What follows belongs to an exercise in optimizing a design on an open flow for a short achievable clock period and few clock cycles; a production flow would make more cautious choices.
Where RTL was checked, it was by simulation tests only, not by an equivalence proof against the original.
Power is estimated from default activity; no workload was simulated.

==> inputs of v13 <==
==> flow/design.v (excerpt) <==
module intc_timer (
    input  wire        clk,
    input  wire        rst,
    input  wire        cmd_valid,
    output wire        cmd_ready,
    input  wire [2:0]  cmd_op,
    input  wire [23:0] cmd_arg,
    input  wire [7:0]  cmd_data,
    output reg         rsp_valid,
    output reg  [7:0]  rsp_data,
    output wire [2:0]  pend,
    output reg  [1:0]  irq_line,
    output reg  [15:0] irq_vector
);
    localparam [2:0] OP_POWER    = 3'd0;
    localparam [2:0] OP_STEP     = 3'd1;
    localparam [2:0] OP_READ     = 3'd2;
    localparam [2:0] OP_WRITE    = 3'd3;
    localparam [2:0] OP_LINE     = 3'd4;
    localparam [2:0] OP_BOUNDARY = 3'd5;
    localparam [15:0] VEC_TIQ  = 16'hFFFA;
    localparam [15:0] VEC_IRQ1 = 16'hFFF8;
    localparam [15:0] VEC_IRQ2 = 16'hFFF6;
    function [7:0] dstep;
        input [7:0] r;
        input       q;
        input [8:0] m;
        reg   [9:0] t;
        begin
            t = {1'b0, r, q} - {1'b0, m};
            dstep = t[9] ? {r[6:0], q} : t[7:0];
        end
    endfunction
    function [7:0] rstep;
        input [7:0] r;
        input [8:0] m;
        input [2:0] s;
        reg  [16:0] ms;
        begin
            ms = {8'b0, m} << s;
            rstep = ({9'b0, r} >= ms) ? r - ms[7:0] : r;
        end
    endfunction
    wire stall;
    assign cmd_ready = !stall;
    reg        s0_v;
    reg [2:0]  s0_op;
    reg [23:0] s0_arg;
    reg [7:0]  s0_data;
    always @(posedge clk) begin
        if (rst)
            s0_v <= 1'b0;
        else if (!stall)
            s0_v <= cmd_valid;
        if (!stall) begin
            s0_op   <= cmd_op;
            s0_arg  <= cmd_arg;
            s0_data <= cmd_data;
        end
    end
    reg  [2:0] f_dis;
    reg  [2:1] f_irq;
    reg        f_ten;
  ...
Settings: LEC_CHECK=0, CAP_MARGIN=20, CORE_MARGIN=2, CORE_UTILIZATION=40, SLEW_MARGIN=20; clock period 6.0 ns.
run.sh (not shown) runs the stock make flow with config.mk's settings and CLKGATE_MAP_FILE= SYNTH_SCRIPT=/design/flow/synth_recipe.tcl, a recipe that flattens the netlist after the stock synthesis.
==> v18 (differences from v13) <==
ABC_CLOCK_PERIOD_IN_PS = 1500   (was unset)
SETUP_SLACK_MARGIN = 3.6   (was unset)
TNS_END_PERCENT = 100   (was unset)
==> run notes <==
Status: v18 no timing/DRC/antenna violations; v13 no timing/DRC/antenna violations
Reg2reg start: v18 p2_r[0]; v13 p2_pkt[29]
Area grow syn2layout: v18 34.0%; v13 18.4%
Endpoint of the worst hold-timing path: v18 p2_pkt[37]; v13 dv_m[7]
Worst hold-check slack: v18 0.411 ns; v13 0.402 ns
First-pass GRT wire length: v18 104 mm; v13 98.0 mm
Switching power: v18 9.44 mW; v13 7.97 mW
Met2 layer wire length in the routed design: v18 33.4 mm; v13 28.6 mm
Register area: v18 13000 um2; v13 13000 um2
Metal1 wirelength: v18 29.6 mm; v13 28.9 mm
Setup WS post-layout: v18 0.416 ns; v13 0.206 ns
Final period util: v18 93.1%; v13 96.6%
Power consumption: v18 23.2 mW; v13 19.8 mW
Number of global-route vias before repair: v18 19600; v13 18200
Testbench counts of v13, summed over its fixed seeds: cycles 4,868.
Testbench counts of v18, summed over its fixed seeds: cycles 4,868.

* * *

==> job 4941: inputs <==
Another version of the RTL of intc_timer (not shown whole).
make LEC_CHECK=0 ABC_CLOCK_PERIOD_IN_PS=1000 CAP_MARGIN=20 CORE_MARGIN=2 CORE_UTILIZATION=40 SETUP_SLACK_MARGIN=3.6 SLEW_MARGIN=20 TNS_END_PERCENT=100 finish   # period 6.0 ns
==> inputs of job 6165, as changes to job 4941 <==
--- a/flow/design.v
+++ b/flow/design.v
@@ -33,15 +33,14 @@
         end
     endfunction
     reg        s0_v;
     reg [2:0]  s0_op;
     reg [23:0] s0_arg;
     reg [7:0]  s0_data;
     reg [8:0]  s0_s;        
-    reg [8:0]  s0_sx;       
     reg [8:0]  s0_m1;       
     reg [9:0]  s0_m3;       
     reg [2:0]  bc;          
     wire s0_nv;                        
     wire s0_flag;                      
     wire s0_fits;                      
     wire s0_adv = s0_v && (bc == 3'd0 || !s0_nv);     
@@ -62,16 +61,14 @@
             cmd_ready <= !s0_v_n || bc_n == 3'd0 || !s0_nv_n;
         end
         if (s0_acc) begin
             s0_op   <= cmd_op;
             s0_arg  <= cmd_arg;
             s0_data <= cmd_data;
             s0_s    <= cmd_arg[23:18] != 6'd0 ? 9'd256 : {1'b0, cmd_arg[17:10]} + 9'd1;
-            s0_sx   <= cmd_op != OP_STEP ? 9'd0 :
-                       cmd_arg[23:18] != 6'd0 ? 9'd256 : {1'b0, cmd_arg[17:10]} + 9'd1;
             s0_m1   <= {1'b0, cmd_data} + 9'd1;
             s0_m3   <= {1'b0, cmd_data, 1'b0} + {2'b0, cmd_data} + 10'd3;
         end
     end
     reg  [2:0] f_dis;
     reg  [2:1] f_irq;
     reg        f_ten;
@@ -893,31 +890,25 @@
     wire dv_ge3 = dv_s3[15:8] == 8'd0 && dvs3_c1;
     wire [7:0] dv_d3 = dvs3_s1[7:0];
     reg  [11:0] sig;
     reg  [12:0] mg;
     reg         stale_p;
     wire [8:0]  sig_add = (s0_adv && s0_step && f_ten) ? s0_s : 9'd0;
     wire [8:0]  sig_sub = (go && x_step) ? p7_pkt[F_S +: 9] : 9'd0;
-    reg  [8:0]  add_r, sub_r;
-    wire [8:0]  s0_c = s0_v ? s0_sx : 9'd0;
     wire [11:0] sg_a = sig;
-    wire [11:0] sg_b = {3'b0, add_r};
-    wire [11:0] sg_c = ~{3'b0, sub_r};
+    wire [11:0] sg_b = {3'b0, sig_add};
+    wire [11:0] sg_c = ~{3'b0, sig_sub};
     wire [11:0] sg_s = sg_a ^ sg_b ^ sg_c;
     wire [11:0] sg_m = (sg_a & sg_b) | (sg_a & sg_c) | (sg_b & sg_c);
     wire [11:0] sg_k = {sg_m[10:0], 1'b0};
     wire [12:0] mq_a = {5'b0, tvalue};
     wire [12:0] mq_b = ~{1'b0, sig};
-    wire [12:0] mq_c = ~{4'b0, add_r};
-    wire [12:0] mq_d = ~{4'b0, s0_c};
-    wire [12:0] mq_s1 = mq_a ^ mq_b ^ mq_c;
-    wire [12:0] mq_m1 = (mq_a & mq_b) | (mq_a & mq_c) | (mq_b & mq_c);
-    wire [12:0] mq_k1 = {mq_m1[11:0], 1'b1};
-    wire [12:0] mq_s = mq_s1 ^ mq_k1 ^ mq_d;
-    wire [12:0] mq_m = (mq_s1 & mq_k1) | (mq_s1 & mq_d) | (mq_k1 & mq_d);
+    wire [12:0] mq_c = ~{4'b0, sig_add};
+    wire [12:0] mq_s = mq_a ^ mq_b ^ mq_c;
+    wire [12:0] mq_m = (mq_a & mq_b) | (mq_a & mq_c) | (mq_b & mq_c);
     wire [12:0] mq_k = {mq_m[11:0], 1'b1};
     wire [11:0] sgn_p = sg_s ^ sg_k;
     wire [11:0] sgn_gg0 = sg_s & sg_k;
     wire [11:0] sgn_pp0 = sgn_p;
     wire [11:0] sgn_gg1 = sgn_gg0 | (sgn_pp0 & {sgn_gg0[10:0], 1'b0});
     wire [11:0] sgn_pp1 = sgn_pp0 & {sgn_pp0[10:0], {1{1'b1}}};
     wire [11:0] sgn_gg2 = sgn_gg1 | (sgn_pp1 & {sgn_gg1[9:0], 2'b0});
@@ -975,21 +966,17 @@
     wire        rs_fly = (p1_v && (p1_pkt[F_TLOAD] || p1_pkt[F_POWER])) || (p2_v && (p2_pkt[F_TLOAD] || p2_pkt[F_POWER])) || (p3_v && (p3_pkt[F_TLOAD] || p3_pkt[F_POWER])) || (p4_v && (p4_pkt[F_TLOAD] || p4_pkt[F_POWER])) || (p5_v && (p5_pkt[F_TLOAD] || p5_pkt[F_POWER])) || (p6_v && (p6_pkt[F_TLOAD] || p6_pkt[F_POWER])) || (p7_v && (p7_pkt[F_TLOAD] || p7_pkt[F_POWER]));
     wire        bound_ok = !stale_p && !sl_go && !sl2_go && !dv_busy && !rs_fly;
     assign s0_fits = bound_ok && !mg_nhi[15];    
     assign s0_flag = s0_step && f_ten && s0_nhi >= {5'b0, f_m} && trans && !s0_fits;
     always @(posedge clk) begin
         if (rst) begin
             sig     <= 12'd0;
-            add_r   <= 9'd0;
-            sub_r   <= 9'd0;
             stale_p <= 1'b1;
         end else begin
             sig     <= sgn_s1;
-            add_r   <= sig_add;
-            sub_r   <= sig_sub;
             stale_p <= sl_go || sl2_go || dv_busy || (go && (x_tload || x_power));
         end
         mg <= mgs_s1;
     end
     wire x_flag = p7_pkt[F_FLAG];
     wire [2:0] pend_n = !go ? pend_r :
                         x_power ? 3'b0 :
Settings changed: ABC_CLOCK_PERIOD_IN_PS 1000 to 2200.
==> qor summary <==
Run status: job 4941 no timing/DRC/antenna violations; job 6165 no timing/DRC/antenna violations
Fin nets: job 4941 4,526; job 6165 4,468
Sequential cell count: job 4941 824; job 6165 797
Initial Utilization: job 4941 40.27%; job 6165 40.48%
Total track usage: job 4941 19.09%; job 6165 19.70%
Worst Hold End: job 4941 p5_pkt[8]; job 6165 p6_n[0]
Worst Slack Setup Final: job 4941 2.866 ns; job 6165 1.971 ns
Combinational Power: job 4941 9.29 mW; job 6165 9.12 mW
FILL cells: job 4941 8,193; job 6165 7,943
Placed cell areas: job 4941 40,190 um2; job 6165 38,820 um2
Maximum net fanout on the critical path: job 4941 3; job 6165 6
CTS clock-pin slew for the worst setup and hold paths: job 4941 0.06 ns; job 6165 0.07 ns
Number of global-route vias before repair: job 4941 26.97k; job 6165 27.07k
Area of combinational cells with multiple inputs: job 4941 21,400 um2; job 6165 20,570 um2
Share of cell area taken by flip-flops and latches: job 4941 37.06%; job 6165 36.75%
Buffering overhead: job 4941 6.282%; job 6165 7.171%
Tmin final: job 4941 3.134 ns; job 6165 4.029 ns
Number of cells traversed by the worst register-to-register path: job 4941 14; job 6165 16
Proportion of netlist area held by the largest area contributor: job 4941 37.34%; job 6165 37.36%
Simple logic cell fraction of the synthesized area: job 4941 11.69%; job 6165 11.64%
Area occupied by registers: job 4941 17,930 um2; job 6165 17,280 um2
No functional check of the RTL was part of any run of this note.

==> separate check: timing with driven ports <==
How much do the figures lean on ideal ports? The routed layouts below were timed once more, with nothing changed but the port constraints. Step 1 (the two cells are an assumption about what drives the block):
set clk [get_ports {clk}]
set_driving_cell -lib_cell sky130_fd_sc_hd__clkbuf_16 $clk
set_driving_cell -lib_cell sky130_fd_sc_hd__buf_2 [delete_from_list [all_inputs] $clk]
Step 2 times the ports against the registers' clock, not the clock port: input delays grow and output delays shrink by t, the midpoint of the rising clock arrivals with the driver on. Three values: no drivers, after step 1, after step 2; two values: the first two.
run | t (ns) | setup slack, ns | worst hold slack (ns) | worst slew at a driven data input, ns | pins driven straight from the clock port
v13 | 0.656 | 0.206 / 0.206 / 0.206 | 0.402 / 0.402 / 0.402 | 0.10 | 1
v18 | 0.652 | 0.416 / 0.416 / 0.416 | 0.411 / 0.411 / 0.411 | 0.04 | 1
job 4941 | 0.710 | 2.866 / 2.866 / 2.785 | 0.314 / 0.314 / 0.314 | 0.06 | 1
job 6165 | 0.709 | 1.971 / 1.971 / 1.971 | 0.306 / 0.306 / 0.306 | 0.06 | 1
After both steps setup and hold are still met in every run listed. The setup slack of job 4941, which loses most, moves by 0.000 ns with the drivers and by -0.081 ns with both steps.
